From an optimization exercise on the open Yosys and OpenROAD flow, aimed at small area; shortcuts taken in it are not production practice.
At most, simulation tests tie the RTL to the original design; equivalence was not proved.
No driver is modelled on the clock port, so clocking that relies on it looks cheaper here than on a real chip.
Power and IR drop assume default switching activity.

==> run X <==
==> flow/design.v <==
module dxl2_crc_table (
  input  wire [15:0] crc,
  input  wire [7:0]  b,
  output wire [7:0]  idx,
  output wire [15:0] nxt
);
  wire [7:0] i = crc[15:8] ^ b;
  wire       q = ^i[7:1];             
  wire       p = q ^ i[0];            
  assign idx = i;
  assign nxt = {crc[7] ^ p,
                crc[6:2],
                crc[1] ^ i[7],
                crc[0] ^ i[6] ^ i[7],
                i[5] ^ i[6],
                i[4] ^ i[5],
                i[3] ^ i[4],
                i[2] ^ i[3],
                i[1] ^ i[2],
                i[0] ^ i[1],
                q,
                p};
endmodule
module dxl2_rx (
  input  wire        clk,
  input  wire        rst,         
  input  wire        in_valid,
  input  wire [7:0]  in_byte,
  output wire        p_valid,     
  output wire [7:0]  p_data,
  output wire        f_valid,     
  output wire [2:0]  f_err,       
  output wire [7:0]  f_id,
  output wire [7:0]  f_inst,
  output wire [15:0] f_len,
  output wire [15:0] f_crc,       
  output wire        f_crc_ok     
);
  localparam [3:0] S_IDLE = 4'd0;
  localparam [3:0] S_FF1  = 4'd1;
  localparam [3:0] S_FF2  = 4'd2;
  localparam [3:0] S_H3   = 4'd3;    
  localparam [3:0] S_H4   = 4'd4;    
  localparam [3:0] S_H5   = 4'd5;    
  localparam [3:0] S_H6   = 4'd6;    
  localparam [3:0] S_H7   = 4'd7;    
  localparam [3:0] S_CRCH = 4'd8;    
  localparam [3:0] S_BW0  = 4'd12;
  localparam [3:0] S_BW1  = 4'd13;
  localparam [3:0] S_BW2  = 4'd14;
  localparam [3:0] S_BP   = 4'd15;
  localparam [15:0] CRC_HDR = 16'h0C0E;
  reg  [7:0]  b;           
  reg         v;           
  reg  [3:0]  st;
  reg         esc;         
  reg  [15:0] crc;         
  reg  [15:0] rem;         
  reg  [15:0] len_r;
  reg  [7:0]  id_r;
  reg  [7:0]  inst_r;
  wire [7:0]  idx;
  wire [15:0] crc_next;
  dxl2_crc_table u_crc (.crc(crc), .b(b), .idx(idx), .nxt(crc_next));
  wire b_ff   = (b == 8'hFF);
  wire b_fd   = (b == 8'hFD);
  wire b_00   = (b == 8'h00);
  wire body   = (st[3:2] == 2'b11);
  wire in_len = (st == S_H7) || body;           
  wire rem_hi0 = (rem[15:2] == 14'd0);
  wire rem2   = rem_hi0 && (rem[1:0] == 2'd2);
  wire len01  = (b == 8'h00) && (len_r[7:1] == 7'd0);   
  wire len0   = len01 && !len_r[0];
  wire last   = ((st == S_H6) && len0) || (st == S_CRCH);
  wire crc_l  = in_len && rem2;                 
  wire param  = body && !rem2 && !((st == S_BP) && b_fd);
  assign p_valid = v && param;
  assign p_data  = b;
  assign f_valid = v && last;
  wire short  = (len_r[15:2] == 14'd0) && !(len_r[1] && len_r[0]);
  wire id_bad = (id_r[7:2] == 6'h3F) && id_r[0];
  wire crc_ok = (idx == 8'h00) && (crc[7:0] == rem[15:8]);
  assign f_err    = short  ? 3'd1 :
                    id_bad ? 3'd4 :
                    !crc_ok ? 3'd5 :
                    esc    ? 3'd6 : 3'd0;
  assign f_id     = id_r;
  assign f_inst   = inst_r;
  assign f_len    = len_r;
  assign f_crc    = {b, rem[15:8]};
  assign f_crc_ok = crc_ok;
  reg [3:0] st_n;
  always @(*) begin
    case (st)
      S_IDLE: st_n = b_ff ? S_FF1 : S_IDLE;
      S_FF1:  st_n = b_ff ? S_FF2 : S_IDLE;
      S_FF2:  st_n = b_fd ? S_H3 : b_ff ? S_FF1 : S_IDLE;
      S_H3:   st_n = b_00 ? S_H4 : b_ff ? S_FF1 : S_IDLE;
      S_H4:   st_n = S_H5;
      S_H5:   st_n = S_H6;
      S_H6:   st_n = len01 ? (len_r[0] ? S_CRCH : S_IDLE) : S_H7;
      S_H7:   st_n = rem2 ? S_CRCH : (b_ff ? S_BW1 : S_BW0);
      S_BW0:  st_n = rem2 ? S_CRCH : (b_ff ? S_BW1 : S_BW0);
      S_BW1:  st_n = rem2 ? S_CRCH : (b_ff ? S_BW2 : S_BW0);
      S_BW2:  st_n = rem2 ? S_CRCH : (b_fd ? S_BP : b_ff ? S_BW2 : S_BW0);
      S_BP:   st_n = rem2 ? S_CRCH : (b_ff ? S_BW1 : S_BW0);
      default: st_n = S_IDLE;
    endcase
  end
  always @(posedge clk) begin
    b <= in_byte;
    v <= in_valid && !rst;
    if (v && (st == S_H6 || crc_l))
      rem <= {b, len_r[7:0]};
    else
      rem <= rem - {15'd0, v};
    if (rst) begin
      st <= S_IDLE;
    end else if (v) begin
      st <= st_n;
      if (st == S_H7)
        esc <= 1'b0;
      else if (st == S_BP && (rem2 || !b_fd))
        esc <= 1'b1;
      if (st[3:2] == 2'b00 && st != S_H3)
        crc <= CRC_HDR;
      else if (!crc_l)
        crc <= crc_next;
      if (st == S_H4)
        id_r <= b;
      if (st == S_H5)
        len_r[7:0] <= b;
      if (st == S_H5 || st == S_H6)
        len_r[15:8] <= b;
      if (st == S_H7)
        inst_r <= b;
    end
  end
endmodule
==> flow/flow/run.sh <==
#!/bin/bash
set -euo pipefail
here=$PWD
rm -rf "$here/scripts_abc"
cp -r "$FLOW_HOME/scripts" "$here/scripts_abc"
cp "$here/flow/abc_map.script" "$here/scripts_abc/abc_speed.script"
bash standard.sh SCRIPTS_DIR="$here/scripts_abc" synth > "$here/synth_make.log" 2>&1
bash standard.sh BUFFER_PORTS_ARGS="-buffer_cell sky130_fd_sc_hd__buf_1" \
  CTS_ARGS="-dont_use_dummy_load -sink_clustering_enable -root_buf sky130_fd_sc_hd__clkbuf_8 -tree_buf sky130_fd_sc_hd__clkbuf_4 -buf_list sky130_fd_sc_hd__clkbuf_4 -sink_clustering_buffer sky130_fd_sc_hd__clkbuf_4" \
  finish > "$here/layout_make.log" 2>&1
==> flow/flow/abc_map.script <==
&get -n
&st
&syn2
&dch -f
&nf -R 1000 -p
&put
==> flow/standard.sh <==
#!/bin/bash
# synth_recipe.tcl (not shown) runs the flow's synth.tcl, then flattens the netlist and writes it again
# the make line also repeats each setting of config.mk as NAME=value (left out here)
make -C /OpenROAD-flow-scripts/flow DESIGN_CONFIG=/design/flow/config.mk WORK_HOME=/design/flow/orfs CLKGATE_MAP_FILE= SYNTH_SCRIPT=/design/flow/synth_recipe.tcl "${@:-finish}"
==> flow/config.mk <==
export PLATFORM = sky130hd
export DESIGN_NAME = dxl2_rx
export DESIGN_NICKNAME = dxl2_rx
export VERILOG_FILES = /design/flow/design.v
export SDC_FILE = /design/flow/constraint.sdc
export NUM_CORES = 4
export LEC_CHECK = 0
export CAP_MARGIN = 20
export CORE_MARGIN = 2
export CORE_UTILIZATION = 40
export SLEW_MARGIN = 20
==> flow/constraint.sdc <==
create_clock -name core_clock -period 7.0 [get_ports {clk}]
set_input_delay 1.4000 -clock core_clock [delete_from_list [all_inputs] [get_ports {clk}]]
set_output_delay 1.4000 -clock core_clock [all_outputs]
set_load 0.01 [all_outputs]
==> run G (differences from run X) <==
--- a/flow/design.v
+++ b/flow/design.v
@@ -67,3 +67,3 @@
   wire b_00   = (b == 8'h00);
-  wire body   = (st[3:2] == 2'b11);
+  wire body   = (st == S_BW0 || st == S_BW1 || st == S_BW2 || st == S_BP);
   wire in_len = (st == S_H7) || body;           
@@ -124,3 +124,3 @@
         esc <= 1'b1;
-      if (st[3:2] == 2'b00 && st != S_H3)
+      if (st == S_IDLE || st == S_FF1 || st == S_FF2)
         crc <= CRC_HDR;
==> flow/flow/run.sh (replaced) <==
#!/bin/bash
# Standard ORFS layout (the standard.sh) with these changes:
#  - synthesis maps the logic with flow/abc_map.script (area-oriented ABC
#    script) in place of ORFS's abc_speed.script; the rest of synthesis is
#    synth_recipe.tcl as standard.sh runs it;
#  - the port buffers are the smallest buffer cell (buf_1);
#  - clock tree built from clkbuf_8, without dummy loads.
# Each make run writes its full output to its own log file here; the ORFS
# tools' logs are under orfs/logs/.
set -euo pipefail
here=$PWD
rm -rf "$here/scripts_abc"
cp -r "$FLOW_HOME/scripts" "$here/scripts_abc"
cp "$here/flow/abc_map.script" "$here/scripts_abc/abc_speed.script"
bash standard.sh SCRIPTS_DIR="$here/scripts_abc" synth > "$here/synth_make.log" 2>&1
bash standard.sh BUFFER_PORTS_ARGS="-buffer_cell sky130_fd_sc_hd__buf_1" \
  CTS_ARGS="-sink_clustering_enable -dont_use_dummy_load -root_buf sky130_fd_sc_hd__clkbuf_4 -buf_list sky130_fd_sc_hd__clkbuf_4" \
  POST_CTS_TCL="$here/flow/cts_leaf.tcl" \
  finish > "$here/layout_make.log" 2>&1
==> flow/flow/abc_map.script (replaced) <==
&get -n
&st
&syn2
&dch -f
&nf -R 1000 -p
&st
&syn2
&dch -f
&nf -R 1000 -p
&st
&syn2
&dch -f
&nf -R 1000 -p
&put
==> flow/flow/cts_leaf.tcl (new file) <==
set n_up 0
foreach inst [get_cells *] {
  if {[get_property $inst ref_name] ne "sky130_fd_sc_hd__clkbuf_4"} { continue }
  set out [get_pins -of_objects $inst -filter "direction == output"]
  set loads [get_pins -of_objects [get_nets -of_objects $out] -filter "direction == input"]
  if {[llength $loads] > 8} {
    replace_cell $inst sky130_fd_sc_hd__clkbuf_8
    incr n_up
  }
}
puts "cts_leaf: upsized $n_up clock buffers to clkbuf_8"
if {$n_up > 0} {
  detailed_placement
  estimate_parasitics -placement
}
==> run summary <==
- The run finished with no timing, DRC or antenna violations.
- The biggest cell delay along the critical path is around 0.66 ns.
- Combinational cells account for between 10% and 20% of the total power.
- Derived from the worst setup path, the maximum achievable clock frequency is between 200 and 250 MHz.
- The setup slack of the critical path after layout is 2.54 ns.
- In the finished design, the share of the clock period the worst path needs comes to between 60% and 70%.
- Summed over all sequential cells, the power is 0.611 mW.
- In this run the vertical extent of the chip is 96.7 um.
# the run above: run X

==> run summary <==
- The top achievable clock speed is roughly 230 MHz.
- The compound-cell area share of the yosys netlist is 7.33%.
- The die height is ~96 um.
- The share of total power in combinational logic is 16.9%.
- In the finished design, the share of the clock period the worst path needs comes to between 60 and 70%.
- The flow ran to the end and the layout has no timing, DRC or antenna violations.
- The worst path meets setup with 2.65 ns of slack.
# the run above: run G

For run X, only the layout was checked, not whether the RTL still works.

========
==> inputs of sierra <==
RTL: the design.v shown in full above, as it stands there.
Settings: LEC_CHECK=0, CAP_MARGIN=20, CORE_MARGIN=2, CORE_UTILIZATION=40, SLEW_MARGIN=20; clock period 7.0 ns.
standard.sh (not shown) runs the stock make flow with config.mk's settings and CLKGATE_MAP_FILE= SYNTH_SCRIPT=/design/flow/synth_recipe.tcl, a recipe that flattens the netlist after the stock synthesis.
==> flow/flow/run.sh <==
#!/bin/bash
set -euo pipefail
here=$PWD
rm -rf "$here/scripts_abc"
cp -r "$FLOW_HOME/scripts" "$here/scripts_abc"
cp "$here/flow/abc_map.script" "$here/scripts_abc/abc_speed.script"
bash standard.sh SCRIPTS_DIR="$here/scripts_abc" synth > "$here/synth_make.log" 2>&1
bash standard.sh BUFFER_PORTS_ARGS="-buffer_cell sky130_fd_sc_hd__buf_1" \
  CTS_ARGS="-dont_use_dummy_load -sink_clustering_enable -root_buf sky130_fd_sc_hd__clkbuf_4 -buf_list sky130_fd_sc_hd__clkbuf_4 -sink_clustering_size 5 -sink_clustering_max_diameter 25" \
  finish > "$here/layout_make.log" 2>&1
==> flow/flow/abc_map.script <==
&get -n
&st
&syn2
&dch -f
&nf -R 1000 -p
&put
==> inputs of yarrow, as changes to sierra <==
--- a/flow/design.v
+++ b/flow/design.v
@@ -65,7 +65,7 @@
   wire b_ff   = (b == 8'hFF);
   wire b_fd   = (b == 8'hFD);
   wire b_00   = (b == 8'h00);
-  wire body   = (st[3:2] == 2'b11);
+  wire body   = (st == S_BW0 || st == S_BW1 || st == S_BW2 || st == S_BP);
   wire in_len = (st == S_H7) || body;           
   wire rem_hi0 = (rem[15:2] == 14'd0);
   wire rem2   = rem_hi0 && (rem[1:0] == 2'd2);
@@ -122,7 +122,7 @@
         esc <= 1'b0;
       else if (st == S_BP && (rem2 || !b_fd))
         esc <= 1'b1;
-      if (st[3:2] == 2'b00 && st != S_H3)
+      if (st == S_IDLE || st == S_FF1 || st == S_FF2)
         crc <= CRC_HDR;
       else if (!crc_l)
         crc <= crc_next;
==> flow/flow/run.sh (replaced) <==
#!/bin/bash
# Standard ORFS layout (the standard.sh) with these changes:
#  - synthesis maps the logic with flow/abc_map.script (area-oriented ABC
#    script) in place of ORFS's abc_speed.script; the rest of synthesis is
#    synth_recipe.tcl as standard.sh runs it;
#  - the port buffers are the smallest buffer cell (buf_1);
#  - clock tree built from clkbuf_8, without dummy loads.
# Each make run writes its full output to its own log file here; the ORFS
# tools' logs are under orfs/logs/.
set -euo pipefail
here=$PWD
rm -rf "$here/scripts_abc"
cp -r "$FLOW_HOME/scripts" "$here/scripts_abc"
cp "$here/flow/abc_map.script" "$here/scripts_abc/abc_speed.script"
bash standard.sh SCRIPTS_DIR="$here/scripts_abc" ADDER_MAP_FILE= synth > "$here/synth_make.log" 2>&1
bash standard.sh BUFFER_PORTS_ARGS="-buffer_cell sky130_fd_sc_hd__buf_1" \
  CTS_ARGS="-sink_clustering_enable -dont_use_dummy_load -root_buf sky130_fd_sc_hd__clkbuf_4 -buf_list sky130_fd_sc_hd__clkbuf_4" \
  POST_CTS_TCL="$here/flow/clk_rebal.tcl" \
  CLK_LEAF_BUF=sky130_fd_sc_hd__clkbuf_4 CLK_ROOT_BUF=sky130_fd_sc_hd__clkbuf_4 CLK_BIG_BUF=sky130_fd_sc_hd__clkbuf_8 CLK_SLEW_MAX=0.110 \
  REMOVE_ABC_BUFFERS=1 finish > "$here/layout_make.log" 2>&1
==> flow/flow/abc_map.script (replaced) <==
&get -n
&st
&syn2
&dch -f
&nf -R 1000 -p
&st
&syn2
&dch -f
&nf -R 1000 -p
&st
&syn2
&dch -f
&nf -R 1000 -p
&put
==> flow/flow/clk_rebal.tcl (new file) <==
# POST_CTS_TCL hook: keep the clock tree CTS made (root buffer -> leaf
# buffers), but share the flip-flops out among the leaves evenly: the sinks
# are split by recursive bisection of their positions (x, then y, ...) into
# as many groups as there are leaves, each leaf buffer moves to the centroid
# of its group, and all clock buffers become $::env(CLK_LEAF_BUF).
set block [ord::get_db_block]
set pnet [$block findNet clk]
proc net_loads {net} {
  set r {}
  foreach it [$net getITerms] { if {[$it isInputSignal]} { lappend r $it } }
  return $r
}
proc out_net {inst} {
  foreach it [$inst getITerms] { if {[$it isOutputSignal]} { return [$it getNet] } }
  return NULL
}
proc it_x {it} { return [lindex [[$it getInst] getLocation] 0] }
proc it_y {it} { return [lindex [[$it getInst] getLocation] 1] }
proc bisect {items n axis} {
  if {$n <= 1} { return [list $items] }
  set key [expr {$axis == 0 ? "it_x" : "it_y"}]
  set s [lsort -command [list apply {{k a b} {expr {[$k $a] - [$k $b]}}} $key] $items]
  set n1 [expr {$n / 2}]
  set h [expr {([llength $s] * $n1) / $n}]
  return [concat [bisect [lrange $s 0 [expr {$h - 1}]] $n1 [expr {1 - $axis}]] \
                 [bisect [lrange $s $h end] [expr {$n - $n1}] [expr {1 - $axis}]]]
}
set roots [net_loads $pnet]
if {[llength $roots] != 1} { error "clk_rebal: expected one root buffer, got [llength $roots]" }
set root [[lindex $roots 0] getInst]
set rnet [out_net $root]
set leaves {}
set sinks {}
foreach it [net_loads $rnet] {
  set inst [$it getInst]
  if {![string match "sky130_fd_sc_hd__clkbuf_*" [[$inst getMaster] getName]]} {
    error "clk_rebal: root drives [$inst getName]"
  }
  lappend leaves $inst
  foreach s [net_loads [out_net $inst]] { lappend sinks $s }
}
set master [[ord::get_db] findMaster $::env(CLK_LEAF_BUF)]
set groups [bisect $sinks [llength $leaves] 0]
set i 0
foreach g $groups {
  set buf [lindex $leaves $i]
  set bnet [out_net $buf]
  set sx 0; set sy 0
  foreach it $g {
    $it disconnect
    $it connect $bnet
    incr sx [it_x $it]; incr sy [it_y $it]
  }
  set n [llength $g]
  $buf swapMaster $master
  $buf setLocation [expr {$sx / $n}] [expr {$sy / $n}]
  puts "clk_rebal: [$buf getName] drives $n sinks"
  incr i
}
$root swapMaster [[ord::get_db] findMaster $::env(CLK_ROOT_BUF)]
detailed_placement
estimate_parasitics -placement
# a leaf whose flip-flops see a clock slew over CLK_SLEW_MAX (ns, estimated
# from placement) is upsized to CLK_BIG_BUF
set big [[ord::get_db] findMaster $::env(CLK_BIG_BUF)]
set n_up 0
foreach buf $leaves {
  set worst 0.0
  foreach it [net_loads [out_net $buf]] {
    set s [get_property [get_pins [$it getName]] slew_max]
    if {$s > $worst} { set worst $s }
  }
  if {$worst > $::env(CLK_SLEW_MAX)} {
    $buf swapMaster $big
    incr n_up
    puts "clk_rebal: [$buf getName] upsized, slew was $worst"
  }
}
if {$n_up > 0} {
  detailed_placement
  estimate_parasitics -placement
}
--- a/flow/config.mk
+++ b/flow/config.mk
@@ -7,5 +7,6 @@
 export LEC_CHECK = 0
 export CAP_MARGIN = 20
 export CORE_MARGIN = 2
-export CORE_UTILIZATION = 40
+export CORE_UTILIZATION = 70
+export GPL_TIMING_DRIVEN = 0
 export SLEW_MARGIN = 20
==> inputs of amber, as changes to sierra <==
--- a/flow/design.v
+++ b/flow/design.v
@@ -68,10 +68,10 @@
   wire body   = (st[3:2] == 2'b11);
   wire in_len = (st == S_H7) || body;           
   wire rem_hi0 = (rem[15:2] == 14'd0);
+  wire rem1   = rem_hi0 && (rem[1:0] == 2'd1);
   wire rem2   = rem_hi0 && (rem[1:0] == 2'd2);
-  wire len01  = (b == 8'h00) && (len_r[7:1] == 7'd0);   
-  wire len0   = len01 && !len_r[0];
-  wire last   = ((st == S_H6) && len0) || (st == S_CRCH);
+  wire len0   = (b == 8'h00) && (len_r[7:0] == 8'h00);
+  wire last   = ((st == S_H6) && len0) || (in_len && rem1) || (st == S_CRCH);
   wire crc_l  = in_len && rem2;                 
   wire param  = body && !rem2 && !((st == S_BP) && b_fd);
   assign p_valid = v && param;
@@ -98,8 +98,8 @@
       S_H3:   st_n = b_00 ? S_H4 : b_ff ? S_FF1 : S_IDLE;
       S_H4:   st_n = S_H5;
       S_H5:   st_n = S_H6;
-      S_H6:   st_n = len01 ? (len_r[0] ? S_CRCH : S_IDLE) : S_H7;
-      S_H7:   st_n = rem2 ? S_CRCH : (b_ff ? S_BW1 : S_BW0);
+      S_H6:   st_n = len0 ? S_IDLE : S_H7;
+      S_H7:   st_n = rem1 ? S_IDLE : rem2 ? S_CRCH : (b_ff ? S_BW1 : S_BW0);
       S_BW0:  st_n = rem2 ? S_CRCH : (b_ff ? S_BW1 : S_BW0);
       S_BW1:  st_n = rem2 ? S_CRCH : (b_ff ? S_BW2 : S_BW0);
       S_BW2:  st_n = rem2 ? S_CRCH : (b_fd ? S_BP : b_ff ? S_BW2 : S_BW0);
==> flow/flow/run.sh (replaced) <==
#!/bin/bash
set -euo pipefail
here=$PWD
rm -rf "$here/scripts_abc"
cp -r "$FLOW_HOME/scripts" "$here/scripts_abc"
cp "$here/flow/abc_map.script" "$here/scripts_abc/abc_speed.script"
bash standard.sh SCRIPTS_DIR="$here/scripts_abc" synth > "$here/synth_make.log" 2>&1
bash standard.sh BUFFER_PORTS_ARGS="-buffer_cell sky130_fd_sc_hd__buf_1" \
  CTS_ARGS="-sink_clustering_enable -repair_clock_nets -dont_use_dummy_load -buf_list sky130_fd_sc_hd__clkbuf_16 -root_buf sky130_fd_sc_hd__clkbuf_16 -sink_clustering_size 80 -sink_clustering_max_diameter 400" \
  finish > "$here/layout_make.log" 2>&1
==> run summary <==
| item | amber | yarrow | sierra |
|---|---|---|---|
| Placeable core region | 8300 um2 | 4690 um2 | 8260 um2 |
| Non-clock inverters | 7 | 7 | 9 |
| Run status | timing/DRC/antenna clean | timing/DRC/antenna clean | timing/DRC/antenna clean |
| Cells after synthesis | 312 | 304 | 306 |
| Via Count | 2510 | 2535 | 2490 |
| Max Root-Sink Buffers | 2 | - | 2 |
| Initial detailed-routing violation count | 164 | 306 | 163 |
| Arithmetic-cell share of the synthesized area counting full adders, half adders and majority gates | 0.0181 | 0 | 0.0182 |
| Routed vias/inst | 5.19 | 5.95 | 5.20 |
| Crit-path most repeated cell | sky130_fd_sc_hd__nor4_1 | - | sky130_fd_sc_hd__nor4_1 |
| Worst hold slack | 0.487 ns | 0.476 ns | 0.505 ns |
| Master cell of the clock root buffer | sky130_fd_sc_hd__clkbuf_16 | - | sky130_fd_sc_hd__clkbuf_4 |
| Worst vdd rail ir drop | 0.168 mV | 0.220 mV | 0.0786 mV |
| Met3 wire length | 476 um | 472 um | 450 um |
| Switching part of the total | 0.271 | 0.298 | 0.306 |
| Internal power summed over all cells | 846 uW | 687 uW | 686 uW |
| Detailed Route WL | 8220 um | 7290 um | 8030 um |
| Startpoint of the most critical setup path | b[4] | b[5] | b[5] |
| Multi-input combinational cell count | 211 | 203 | 203 |
For sierra, only the layout was checked, not whether the RTL still works.

[port drivers added, routing unchanged]
No port has a modelled driver above. Below, the same layouts with a new extraction and two added sets of constraints.
Step 1 (the two cells are an assumption about what drives the block):
set clk [get_ports {clk}]
set_driving_cell -lib_cell sky130_fd_sc_hd__clkbuf_16 $clk
set_driving_cell -lib_cell sky130_fd_sc_hd__buf_2 [delete_from_list [all_inputs] $clk]
Step 2 adds t to the input delays and takes it off the output delays; t is the mean of the earliest and latest rising clock arrival at the registers after step 1. Input paths then give back, and output paths get back, about the clock's delay inside the block.
a / b / c = ideal ports / drivers / drivers and shift; a / b = the first two.
run | t, ns | slack for setup (ns) | slew at the worst register clock pin (ns)
run X | 0.364 | 2.544 / 2.512 / 2.876 | 0.08 / 0.08
run G | 0.447 | 2.648 / 2.617 / 3.064 | 0.10 / 0.10
sierra | 0.427 | 2.457 / 2.428 / 2.856 | 0.12 / 0.12
yarrow | 0.428 | 3.227 / 3.200 / 3.628 | 0.10 / 0.10
amber | 0.354 | 2.668 / 2.633 / 2.988 | 0.06 / 0.06
After both steps every run listed still meets setup and hold.
